What follows belongs to an exercise in optimizing a design on an open flow for small area, a short achievable clock period and few clock cycles; a production flow would make more cautious choices.
In this exercise RTL edits were held to simulation tests only and were not proved equivalent to the original.
Power and IR drop assume default switching activity.

==> inputs of job 6135 <==
==> flow/design.v (excerpt) <==
module yasp_rx (
    input             clk,
    input             rst,
    input             req_valid,
    output            req_ready,
    input      [63:0] req_word,
    output reg        resp_valid,
    output reg  [3:0] resp_status,
    output reg [15:0] resp_value,
    output            hinv_valid,
    output      [7:0] hinv_slot,
    output      [7:0] hinv_href,
    output     [15:0] hinv_id,
    output     [15:0] hinv_poff,
    output     [15:0] hinv_plen,
    output reg        ntc_valid,
    output reg  [2:0] ntc_code,
    input             rx_we,
    input       [3:0] rx_waddr,
    input      [31:0] rx_wdata
);
==> flow/config.mk <==
export PLATFORM = sky130hd
export DESIGN_NAME = yasp_rx
export DESIGN_NICKNAME = yasp_rx
export VERILOG_FILES = /design/flow/design.v
export SDC_FILE = /design/flow/constraint.sdc
export NUM_CORES = 4
export LEC_CHECK = 0
export CAP_MARGIN = 40
export CORE_MARGIN = 2
export CORE_UTILIZATION = 40
export SLEW_MARGIN = 30
==> flow/constraint.sdc <==
create_clock -name core_clock -period 10.0 [get_ports {clk}]
set_input_delay 2.0000 -clock core_clock [delete_from_list [all_inputs] [get_ports {clk}]]
set_output_delay 2.0000 -clock core_clock [all_outputs]
set_load 0.01 [all_outputs]
standard.sh (not shown) runs the stock make flow with config.mk's settings and CLKGATE_MAP_FILE= SYNTH_SCRIPT=/design/flow/synth_recipe.tcl, a recipe that flattens the netlist after the stock synthesis.
==> flow/flow/run.sh <==
#!/bin/bash
set -euo pipefail
bash standard.sh SETUP_SLACK_MARGIN=6.6 finish > standard_flow.log 2>&1
==> inputs of job 908, as changes to job 6135 <==
--- a/flow/design.v
+++ b/flow/design.v
@@ -81,32 +81,35 @@
     reg  [7:0] reg_href [0:7];
     reg  [3:0] reg_count;
     reg c_idle;       
     reg c_proc;       
     reg c_hinv;       
     reg c_ddone;      
     reg c_dlook;      
     reg c_pchk;       
+    reg c_resp;       
+    reg c_rh;         
+    reg q_ill;        
+    reg q_reg;        
     reg ctx_disp;     
     reg a_hi;         
     reg b_hi;         
     reg c_hi;         
     reg  [2:0] hslot;
     reg  [7:0] hhref;
     reg [15:0] hid;
     reg  [6:0] hpoff;
     reg  [6:0] hplen;
     reg  [5:0] ra;        
     reg  [2:0] rk;        
     reg [63:0] bq;        
     reg  [2:0] ek;        
-    reg  [6:0] wlen;      
+    reg  [6:0] pc;        
     reg  [6:0] fa;        
-    reg  [6:0] rem;       
     reg  [6:0] rem5;      
     reg  [3:0] c0sel;     
     reg  [5:0] flm4;      
     reg  [1:0] coff;      
     reg  [3:0] rcnt;      
     reg [31:0] crc;
     reg        f_found;
     reg  [2:0] f_slot;
@@ -118,17 +121,17 @@
     reg  [6:0] p_poff;
     reg  [5:0] p_plen;
     wire [7:0] B0 = bq[7:0];
     wire [7:0] B1 = bq[15:8];
     wire [7:0] B2 = bq[23:16];
     wire [7:0] B3 = bq[31:24];
     wire [7:0] B4 = bq[39:32];
     wire [15:0] hl       = {B1, B2};
-    wire        h_short  = rem < 7'd9;
+    wire        h_short  = rem5[6] || rem5 < 7'd4;       
     wire        h_nosync = B0 != SYNC_BYTE;
     wire        h_incomp = (hl[15:7] != 9'd0) || (hl[6:0] > rem5);    
     wire        h_bad    = hl[6:2] == 5'd0;      
     wire        h_four   = hl[6:0] == 7'd4;
     wire [3:0]  h_nm2    = hl[5:2] - {3'd0, hl[1:0] == 2'd0} - 4'd1;    
     wire        h_two    = (hl[6:0] > 7'd4) && (hl[6:0] < 7'd9);       
     reg  [6:0]  h_cv2;
     always @(*) begin
@@ -197,29 +200,24 @@
     wire       stall_r = (rk == K_CV) & pv & ~c_proc;
     wire       bypass  = (ek == K_CV) & cv_ok & f_found & c_proc & ~pv;
     wire [6:0] cv_addr = fa + {1'b0, flm4} + 7'd5;
     wire d_act = c_proc | (c_hinv & ~ctx_disp);
     wire [3:0]  op    = req_word[63:60];
     wire [15:0] op_a  = req_word[47:32];
     wire [15:0] op_b  = req_word[31:16];
     wire [15:0] op_c  = req_word[15:0];
-    reg legal;
-    always @(*) begin
-        case (op)
-            OP_REGISTER: legal = (op_b == 16'd0) && (op_c[15:8] == 8'd0);
-            OP_PROCESS:  legal = (op_c == 16'd0);
-            OP_DISPATCH: legal = 1'b1;
-            OP_HDONE:    legal = (op_a == 16'd0) && (op_b == 16'd0) && (op_c == 16'd0);
-            default:     legal = 1'b0;
-        endcase
-        if (req_word[59:48] != 12'd0)
-            legal = 1'b0;
-    end
-    assign req_ready  = c_idle | c_hinv;
+    wire rsv0  = req_word[59:48] == 12'd0;
+    wire is_reg  = (op == OP_REGISTER) && rsv0 && (op_b == 16'd0) && (op_c[15:8] == 8'd0);
+    wire is_proc = (op == OP_PROCESS)  && rsv0 && (op_c == 16'd0);
+    wire is_disp = (op == OP_DISPATCH) && rsv0;
+    wire is_hd   = (op == OP_HDONE)    && rsv0 && (op_a == 16'd0) && (op_b == 16'd0) &&
+                   (op_c == 16'd0);
+    wire legal   = is_reg | is_proc | is_disp | is_hd;
+    assign req_ready  = c_idle | (c_hinv & ~c_rh);
     wire   accept     = req_valid & req_ready;
     assign hinv_valid = c_hinv;
     assign hinv_slot  = {5'd0, hslot};
     assign hinv_href  = hhref;
     assign hinv_id    = hid;
     assign hinv_poff  = {9'd0, hpoff};
     assign hinv_plen  = {9'd0, hplen};
     wire       inv_go   = (c_proc & pv & ~p_end) | (c_proc & bypass) | (c_dlook & lk_found);
@@ -278,24 +276,25 @@
                 f_found <= lk_found;
                 f_slot  <= lk_slot;
                 f_code  <= OC_NONE;
                 if (h_short) begin
                     rk <= K_NONE; ek <= K_FIN;
                 end else if (h_nosync) begin
                     rk  <= K_SCAN; ek <= K_NONE;
                     ra  <= fa[5:0] + 6'd1;
-                    rem <= rem - 7'd1;
+                    pc   <= pc + 7'd1;
                     rem5 <= rem5 - 7'd1;
                 end else if (h_incomp) begin
                     rk <= K_NONE; ek <= K_FIN;
                 end else if (h_bad) begin
                     rk <= K_NONE; ek <= K_FIN;
                     f_code <= OC_CORRUPT;
-                    rem <= 7'd0;
+                    pc   <= pc + rem5 + 7'd5;
+                    rem5 <= -7'd5;
                 end else if (h_four) begin
                     ek <= K_NONE;
                     rk <= K_CV;
                     ra <= fa[5:0] + 6'd5;
                 end else if (h_two) begin
                     rk <= K_CV;
                     ra <= h_cv2[5:0];
                 end else begin
@@ -306,93 +305,99 @@
             end
             K_CHK:
                 crc <= crc_next;
             K_FIN: begin
                 rk <= K_NONE; ek <= K_NONE;
             end
             K_CV:
                 if (cv_ok && f_found) begin
-                    fa  <= fa + {1'b0, flm4} + 7'd9;
-                    rem <= rem - {1'b0, flm4} - 7'd9;
+                    fa   <= fa + {1'b0, flm4} + 7'd9;
+                    pc   <= pc + {1'b0, flm4} + 7'd9;
                     rem5 <= rem5 - {1'b0, flm4} - 7'd9;
                 end else begin
                     rk  <= K_NONE; ek <= K_NONE;
-                    rem <= 7'd0;
+                    pc   <= pc + rem5 + 7'd5;
+                    rem5 <= -7'd5;
                 end
             K_SCAN:
-                if (rem == 7'd0 || B0 == SYNC_BYTE) begin
+                if (rem5 == -7'd5 || B0 == SYNC_BYTE) begin
                     rk <= K_NONE; ek <= K_FIN;
                     f_code <= OC_NOSYNC;
                 end else begin
-                    rem <= rem - 7'd1;
+                    pc   <= pc + 7'd1;
                     rem5 <= rem5 - 7'd1;
                 end
             default: ;
             endcase
         end
         if (c_idle) begin
             ra   <= op_a[5:0];
-            wlen <= op_b[6:0];
+            pc   <= 7'd0;
             fa   <= op_a[6:0];
-            rem  <= op_b[6:0];
             rem5 <= op_b[6:0] - 7'd5;
         end
         if (rst) begin
             rk <= K_NONE;
             ek <= K_NONE;
             pv <= 1'b0;
         end
     end
-    wire proc_bad = a_hi | b_hi | ({1'b0, fa} + {1'b0, wlen} > 8'd64);
+    wire proc_bad = a_hi | b_hi | ({1'b0, fa} + {1'b0, hplen} > 8'd64);
     wire disp_bad = c_hi | b_hi | ({1'b0, hpoff} + {1'b0, hplen} > 8'd64);
     always @(posedge clk) begin
         resp_valid  <= 1'b0;
         ntc_valid   <= 1'b0;
         resp_status <= ST_OK;
         resp_value  <= 16'd0;
+        q_ill <= !legal;
+        q_reg <= is_reg;
         if (c_idle) begin
             hpoff <= op_c[6:0];
             hplen <= op_b[6:0];
             a_hi  <= op_a[15:7] != 9'd0;
             b_hi  <= op_b[15:7] != 9'd0;
             c_hi  <= op_c[15:7] != 9'd0;
-            if (accept) begin
-                resp_valid <= 1'b1;
-                if (!legal) begin
-                    resp_status <= ST_ILLEGAL;
+            if (req_valid) begin
+                c_idle <= 1'b0;
+                if (is_proc) begin
+                    c_proc <= 1'b1;
+                    c_pchk <= 1'b1;
+                end else if (is_disp) begin
+                    c_dlook <= 1'b1;
                 end else begin
-                    case (op)
-                    OP_REGISTER:
-                        if (reg_count[3]) begin
-                            resp_status <= ST_REG_FULL;
-                        end else begin
-                            reg_count  <= reg_count + 4'd1;
-                            resp_value <= {12'd0, reg_count};
-                        end
-                    OP_PROCESS: begin
-                        resp_valid <= 1'b0;
-                        ctx_disp   <= 1'b0;
-                        c_idle     <= 1'b0;
-                        c_proc     <= 1'b1;
-                        c_pchk     <= 1'b1;
-                    end
-                    OP_DISPATCH: begin
-                        resp_valid <= 1'b0;
-                        c_idle     <= 1'b0;
-                        c_dlook    <= 1'b1;
-                    end
-                    default:
-                        resp_status <= ST_STATE;
-                    endcase
+                    c_resp <= 1'b1;
+                end
+            end
+        end
+        if (c_resp) begin
+            c_resp     <= 1'b0;
+            c_idle     <= 1'b1;
+            resp_valid <= 1'b1;
+            if (q_ill) begin
+                resp_status <= ST_ILLEGAL;
+            end else if (q_reg) begin
+                if (reg_count[3]) begin
+                    resp_status <= ST_REG_FULL;
+                end else begin
+                    reg_count  <= reg_count + 4'd1;
+                    resp_value <= {12'd0, reg_count};
                 end
+            end else begin
+                resp_status <= ST_STATE;
             end
         end
+        if (c_rh) begin
+            c_rh        <= 1'b0;
+            resp_valid  <= 1'b1;
+            resp_status <= q_ill ? ST_ILLEGAL : ST_BUSY;
+        end
         if (c_pchk) begin
-            c_pchk <= 1'b0;
+            c_pchk   <= 1'b0;
+            ctx_disp <= 1'b0;
             if (proc_bad) begin
                 resp_valid  <= 1'b1;
                 resp_status <= ST_RANGE;
                 c_proc      <= 1'b0;
                 c_idle      <= 1'b1;
             end
         end
         if (c_dlook) begin
@@ -405,28 +410,26 @@
                 ctx_disp <= 1'b1;
                 hslot    <= lk_slot;
                 c_hinv   <= 1'b1;
             end else begin
                 resp_valid <= 1'b1;
                 c_idle     <= 1'b1;
             end
         end
-        if (c_hinv && accept) begin
-            resp_valid <= 1'b1;
-            if (!legal) begin
-                resp_status <= ST_ILLEGAL;
-            end else if (op != OP_HDONE) begin
-                resp_status <= ST_BUSY;
-            end else begin
-                c_hinv <= 1'b0;
+        if (c_hinv && !c_rh && req_valid) begin
+            if (is_hd) begin
+                resp_valid <= 1'b1;
+                c_hinv     <= 1'b0;
                 if (ctx_disp)
                     c_ddone <= 1'b1;
                 else
                     c_proc  <= 1'b1;
+            end else begin
+                c_rh <= 1'b1;
             end
         end
         if (c_ddone) begin
             resp_valid <= 1'b1;
             resp_value <= 16'd1;
             ctx_disp   <= 1'b0;
             c_ddone    <= 1'b0;
             c_idle     <= 1'b1;
@@ -436,17 +439,17 @@
                 c_proc <= 1'b0;
                 if (!p_end) begin
                     hslot  <= p_slot;
                     hpoff  <= p_poff;
                     hplen  <= {1'b0, p_plen};
                     c_hinv <= 1'b1;
                 end else begin
                     resp_valid <= 1'b1;
-                    resp_value <= {9'd0, wlen - rem};
+                    resp_value <= {9'd0, pc};
                     ntc_valid  <= p_code != OC_NONE;
                     ntc_code   <= p_code;
                     c_idle     <= 1'b1;
                 end
             end else if (bypass) begin
                 c_proc <= 1'b0;
                 hslot  <= f_slot;
                 hpoff  <= fa + 7'd5;
@@ -456,15 +459,17 @@
         end
         if (rst) begin
             c_idle     <= 1'b1;
             c_proc     <= 1'b0;
             c_hinv     <= 1'b0;
             c_ddone    <= 1'b0;
             c_dlook    <= 1'b0;
             c_pchk     <= 1'b0;
+            c_resp     <= 1'b0;
+            c_rh       <= 1'b0;
             ctx_disp   <= 1'b0;
             resp_valid <= 1'b0;
             ntc_valid  <= 1'b0;
             reg_count  <= 4'd0;
         end
     end
 endmodule
==> inputs of job 7779, as changes to job 6135 <==
--- a/flow/design.v
+++ b/flow/design.v
@@ -80,35 +80,29 @@
     reg [15:0] reg_id   [0:7];
     reg  [7:0] reg_href [0:7];
     reg  [3:0] reg_count;
     reg c_idle;       
     reg c_proc;       
     reg c_hinv;       
     reg c_ddone;      
     reg c_dlook;      
-    reg c_pchk;       
     reg ctx_disp;     
-    reg a_hi;         
-    reg b_hi;         
-    reg c_hi;         
     reg  [2:0] hslot;
     reg  [7:0] hhref;
     reg [15:0] hid;
     reg  [6:0] hpoff;
     reg  [6:0] hplen;
     reg  [5:0] ra;        
     reg  [2:0] rk;        
     reg [63:0] bq;        
     reg  [2:0] ek;        
     reg  [6:0] wlen;      
     reg  [6:0] fa;        
     reg  [6:0] rem;       
-    reg  [6:0] rem5;      
-    reg  [3:0] c0sel;     
     reg  [5:0] flm4;      
     reg  [1:0] coff;      
     reg  [3:0] rcnt;      
     reg [31:0] crc;
     reg        f_found;
     reg  [2:0] f_slot;
     reg  [2:0] f_code;    
     reg        pv;
@@ -120,30 +114,20 @@
     wire [7:0] B0 = bq[7:0];
     wire [7:0] B1 = bq[15:8];
     wire [7:0] B2 = bq[23:16];
     wire [7:0] B3 = bq[31:24];
     wire [7:0] B4 = bq[39:32];
     wire [15:0] hl       = {B1, B2};
     wire        h_short  = rem < 7'd9;
     wire        h_nosync = B0 != SYNC_BYTE;
-    wire        h_incomp = (hl[15:7] != 9'd0) || (hl[6:0] > rem5);    
+    wire        h_incomp = (hl[15:7] != 9'd0) || ({1'b0, hl[6:0]} + 8'd5 > {1'b0, rem});
     wire        h_bad    = hl[6:2] == 5'd0;      
     wire        h_four   = hl[6:0] == 7'd4;
     wire [3:0]  h_nm2    = hl[5:2] - {3'd0, hl[1:0] == 2'd0} - 4'd1;    
-    wire        h_two    = (hl[6:0] > 7'd4) && (hl[6:0] < 7'd9);       
-    reg  [6:0]  h_cv2;
-    always @(*) begin
-        case (hl[1:0])
-            2'd1:    h_cv2 = fa + 7'd6;
-            2'd2:    h_cv2 = fa + 7'd7;
-            2'd3:    h_cv2 = fa + 7'd8;
-            default: h_cv2 = fa + 7'd9;
-        endcase
-    end
     wire [1:0] ro  = ra[1:0];
     wire [3:0] wa0 = ra[5:2];
     wire [3:0] wa1 = ra[5:2] + 4'd1;
     wire [3:0] wa2 = ra[5:2] + 4'd2;
     reg [7:0] lane_lo [0:3];
     reg [7:0] lane_hi [0:3];
     integer   ln;
     always @(*) begin
@@ -156,20 +140,25 @@
                 lane_hi[ln] = rxw[wa1][8*ln +: 8];
             end
         end
     end
     wire [63:0] r8 = {lane_hi[ro + 2'd3], lane_hi[ro + 2'd2],
                       lane_hi[ro + 2'd1], lane_hi[ro],
                       lane_lo[ro + 2'd3], lane_lo[ro + 2'd2],
                       lane_lo[ro + 2'd1], lane_lo[ro]};
-    wire [31:0] c0_in = ({32{c0sel[1]}} & (32'hA32E2681 ^ {B1, 24'd0})) |
-                        ({32{c0sel[2]}} & (32'h9A1C9D90 ^ {B2, B1, 16'd0})) |
-                        ({32{c0sel[3]}} & (32'hF0958FD9 ^ {B3, B2, B1, 8'd0})) |
-                        ({32{c0sel[0]}} & ~{B4, B3, B2, B1});
+    reg [31:0] c0_in;
+    always @(*) begin
+        case (hl[1:0])
+            2'd1:    c0_in = 32'hA32E2681 ^ {B1, 24'd0};
+            2'd2:    c0_in = 32'h9A1C9D90 ^ {B2, B1, 16'd0};
+            2'd3:    c0_in = 32'hF0958FD9 ^ {B3, B2, B1, 8'd0};
+            default: c0_in = ~{B4, B3, B2, B1};
+        endcase
+    end
     reg [31:0] cw;
     always @(*) begin
         case (coff)
             2'd0:    cw = bq[31:0];
             2'd1:    cw = bq[39:8];
             2'd2:    cw = bq[47:16];
             default: cw = bq[55:24];
         endcase
@@ -209,16 +198,20 @@
             OP_PROCESS:  legal = (op_c == 16'd0);
             OP_DISPATCH: legal = 1'b1;
             OP_HDONE:    legal = (op_a == 16'd0) && (op_b == 16'd0) && (op_c == 16'd0);
             default:     legal = 1'b0;
         endcase
         if (req_word[59:48] != 12'd0)
             legal = 1'b0;
     end
+    wire disp_rng = (op_c[15:7] != 9'd0) || (op_b[15:7] != 9'd0) ||
+                    ({1'b0, op_c[6:0]} + {1'b0, op_b[6:0]} > 8'd64);
+    wire proc_rng = (op_a[15:7] != 9'd0) || (op_b[15:7] != 9'd0) ||
+                    ({1'b0, op_a[6:0]} + {1'b0, op_b[6:0]} > 8'd64);
     assign req_ready  = c_idle | c_hinv;
     wire   accept     = req_valid & req_ready;
     assign hinv_valid = c_hinv;
     assign hinv_slot  = {5'd0, hslot};
     assign hinv_href  = hhref;
     assign hinv_id    = hid;
     assign hinv_poff  = {9'd0, hpoff};
     assign hinv_plen  = {9'd0, hplen};
@@ -227,17 +220,16 @@
     always @(posedge clk) begin
         if (rx_we)
             rxw[rx_waddr] <= rx_wdata;
         if (c_idle && !reg_count[3]) begin
             reg_id[reg_count[2:0]]   <= op_a;
             reg_href[reg_count[2:0]] <= op_c[7:0];
         end
         bq <= r8;
-        c0sel <= 4'b0001 << r8[17:16];
         if (c_idle)
             bq[39:24] <= {op_a[7:0], op_a[15:8]};    
         if (inv_go) begin
             hid   <= reg_id[inv_slot];
             hhref <= reg_href[inv_slot];
         end
     end
     always @(posedge clk) begin
@@ -279,134 +271,117 @@
                 f_slot  <= lk_slot;
                 f_code  <= OC_NONE;
                 if (h_short) begin
                     rk <= K_NONE; ek <= K_FIN;
                 end else if (h_nosync) begin
                     rk  <= K_SCAN; ek <= K_NONE;
                     ra  <= fa[5:0] + 6'd1;
                     rem <= rem - 7'd1;
-                    rem5 <= rem5 - 7'd1;
                 end else if (h_incomp) begin
                     rk <= K_NONE; ek <= K_FIN;
                 end else if (h_bad) begin
                     rk <= K_NONE; ek <= K_FIN;
                     f_code <= OC_CORRUPT;
                     rem <= 7'd0;
                 end else if (h_four) begin
                     ek <= K_NONE;
                     rk <= K_CV;
                     ra <= fa[5:0] + 6'd5;
-                end else if (h_two) begin
+                end else if (h_nm2 == 4'd0) begin
                     rk <= K_CV;
-                    ra <= h_cv2[5:0];
+                    ra <= fa[5:0] + hl[5:0] + 6'd1;
                 end else begin
                     rk   <= K_CHK;
                     ra   <= ra + 6'd4;
                     rcnt <= h_nm2 - 4'd1;
                 end
             end
             K_CHK:
                 crc <= crc_next;
             K_FIN: begin
                 rk <= K_NONE; ek <= K_NONE;
             end
             K_CV:
                 if (cv_ok && f_found) begin
                     fa  <= fa + {1'b0, flm4} + 7'd9;
                     rem <= rem - {1'b0, flm4} - 7'd9;
-                    rem5 <= rem5 - {1'b0, flm4} - 7'd9;
                 end else begin
                     rk  <= K_NONE; ek <= K_NONE;
                     rem <= 7'd0;
                 end
             K_SCAN:
                 if (rem == 7'd0 || B0 == SYNC_BYTE) begin
                     rk <= K_NONE; ek <= K_FIN;
                     f_code <= OC_NOSYNC;
                 end else begin
                     rem <= rem - 7'd1;
-                    rem5 <= rem5 - 7'd1;
                 end
             default: ;
             endcase
         end
         if (c_idle) begin
             ra   <= op_a[5:0];
             wlen <= op_b[6:0];
             fa   <= op_a[6:0];
             rem  <= op_b[6:0];
-            rem5 <= op_b[6:0] - 7'd5;
         end
         if (rst) begin
             rk <= K_NONE;
             ek <= K_NONE;
             pv <= 1'b0;
         end
     end
-    wire proc_bad = a_hi | b_hi | ({1'b0, fa} + {1'b0, wlen} > 8'd64);
-    wire disp_bad = c_hi | b_hi | ({1'b0, hpoff} + {1'b0, hplen} > 8'd64);
     always @(posedge clk) begin
         resp_valid  <= 1'b0;
         ntc_valid   <= 1'b0;
         resp_status <= ST_OK;
         resp_value  <= 16'd0;
         if (c_idle) begin
             hpoff <= op_c[6:0];
             hplen <= op_b[6:0];
-            a_hi  <= op_a[15:7] != 9'd0;
-            b_hi  <= op_b[15:7] != 9'd0;
-            c_hi  <= op_c[15:7] != 9'd0;
             if (accept) begin
                 resp_valid <= 1'b1;
                 if (!legal) begin
                     resp_status <= ST_ILLEGAL;
                 end else begin
                     case (op)
                     OP_REGISTER:
                         if (reg_count[3]) begin
                             resp_status <= ST_REG_FULL;
                         end else begin
                             reg_count  <= reg_count + 4'd1;
                             resp_value <= {12'd0, reg_count};
                         end
-                    OP_PROCESS: begin
-                        resp_valid <= 1'b0;
-                        ctx_disp   <= 1'b0;
-                        c_idle     <= 1'b0;
-                        c_proc     <= 1'b1;
-                        c_pchk     <= 1'b1;
-                    end
-                    OP_DISPATCH: begin
-                        resp_valid <= 1'b0;
-                        c_idle     <= 1'b0;
-                        c_dlook    <= 1'b1;
-                    end
+                    OP_PROCESS:
+                        if (proc_rng) begin
+                            resp_status <= ST_RANGE;
+                        end else begin
+                            resp_valid <= 1'b0;
+                            ctx_disp   <= 1'b0;
+                            c_idle     <= 1'b0;
+                            c_proc     <= 1'b1;
+                        end
+                    OP_DISPATCH:
+                        if (disp_rng) begin
+                            resp_status <= ST_RANGE;
+                        end else begin
+                            resp_valid <= 1'b0;
+                            c_idle     <= 1'b0;
+                            c_dlook    <= 1'b1;
+                        end
                     default:
                         resp_status <= ST_STATE;
                     endcase
                 end
             end
         end
-        if (c_pchk) begin
-            c_pchk <= 1'b0;
-            if (proc_bad) begin
-                resp_valid  <= 1'b1;
-                resp_status <= ST_RANGE;
-                c_proc      <= 1'b0;
-                c_idle      <= 1'b1;
-            end
-        end
         if (c_dlook) begin
             c_dlook <= 1'b0;
-            if (disp_bad) begin
-                resp_valid  <= 1'b1;
-                resp_status <= ST_RANGE;
-                c_idle      <= 1'b1;
-            end else if (lk_found) begin
+            if (lk_found) begin
                 ctx_disp <= 1'b1;
                 hslot    <= lk_slot;
                 c_hinv   <= 1'b1;
             end else begin
                 resp_valid <= 1'b1;
                 c_idle     <= 1'b1;
             end
         end
@@ -426,17 +401,17 @@
         end
         if (c_ddone) begin
             resp_valid <= 1'b1;
             resp_value <= 16'd1;
             ctx_disp   <= 1'b0;
             c_ddone    <= 1'b0;
             c_idle     <= 1'b1;
         end
-        if (c_proc && !c_pchk) begin
+        if (c_proc) begin
             if (pv) begin
                 c_proc <= 1'b0;
                 if (!p_end) begin
                     hslot  <= p_slot;
                     hpoff  <= p_poff;
                     hplen  <= {1'b0, p_plen};
                     c_hinv <= 1'b1;
                 end else begin
@@ -455,16 +430,15 @@
             end
         end
         if (rst) begin
             c_idle     <= 1'b1;
             c_proc     <= 1'b0;
             c_hinv     <= 1'b0;
             c_ddone    <= 1'b0;
             c_dlook    <= 1'b0;
-            c_pchk     <= 1'b0;
             ctx_disp   <= 1'b0;
             resp_valid <= 1'b0;
             ntc_valid  <= 1'b0;
             reg_count  <= 4'd0;
         end
     end
 endmodule
==> flow/flow/run.sh (replaced) <==
#!/bin/bash
set -euo pipefail
bash standard.sh SETUP_SLACK_MARGIN=6.5 finish > standard_flow.log 2>&1
==> impl_metrics.csv <==
group,metric,value,unit
floorplanning,die_h,373,um
finish,fillCellCount,11671,
yosys,synthAdderAreaFrac,0.0254,
status,status,"finished clean",
floorplanning,core_area,135000,sq um
# the run above: job 908

==> impl_metrics.csv <==
group,metric,value,unit
status,status,"finished clean",
floorplanning,die_h,373,um
global_route,global_route.usage.met3,0.0474,
finish,fillCellCount,11663,
floorplanning,core_area,135000,sq um
route,postRouteWirelength,178000,um
floorplanning,initial_core_util,0.403,
route,detailroute.wirelength.met2,86100,um
pwr,internal_power,0.00767,W
yosys,synth_top_cells_by_area,"edfxtp_1 (46%), mux4_2 (19%), xnor2_1 (5.3%), dfxtp_1 (4.1%), xor2_1 (2.2%)",
# the run above: job 6135

==> impl_metrics.csv <==
group,metric,value,unit
floorplanning,die_h,371,um
status,status,"finished clean",
global_route,via_count_of_the_first_global_routing_pass,35287,
critical_path,cp_num_cells,13,
global_route,grt_first_pass_wirelength,252000,um
finish,fillCellCount,11354,
route,drt_drc_violations_left,0,
# the run above: job 7779

Testbench counts of job 6135, summed over its fixed seeds: cycles 17,944.
Testbench counts of job 908, summed over its fixed seeds: cycles 17,944.
Testbench counts of job 7779, summed over its fixed seeds: cycles 17,944.

[re-timing with driven ports]
In the flow no input, the clock included, has a driving cell. The finished layouts below were timed again as built, in two steps. Step 1 sets driving cells, clkbuf_16 on the clock port and buf_2 on the other inputs (assumed; they add their load-dependent delay and slew). Step 2 also shifts input and output timing later by t, the mid clock arrival at the registers, as if the neighbouring blocks saw the same clock. Slacks: ideal / step 1 / step 2; pairs: ideal / step 1.
| run | t, ns | setup slack, ns | cell pins on the clock port's net |
|---|---|---|---|
| job 6135 | 0.794 | 6.336 / 6.360 / 5.567 | 1 |
| job 908 | 0.787 | 6.448 / 6.374 / 5.815 | 1 |
| job 7779 | 0.803 | 6.303 / 6.284 / 5.481 | 1 |
After both steps every run listed still meets setup and hold. For job 7779, which loses most, drivers alone change the setup slack by -0.019 ns; drivers and shift together by -0.822 ns.
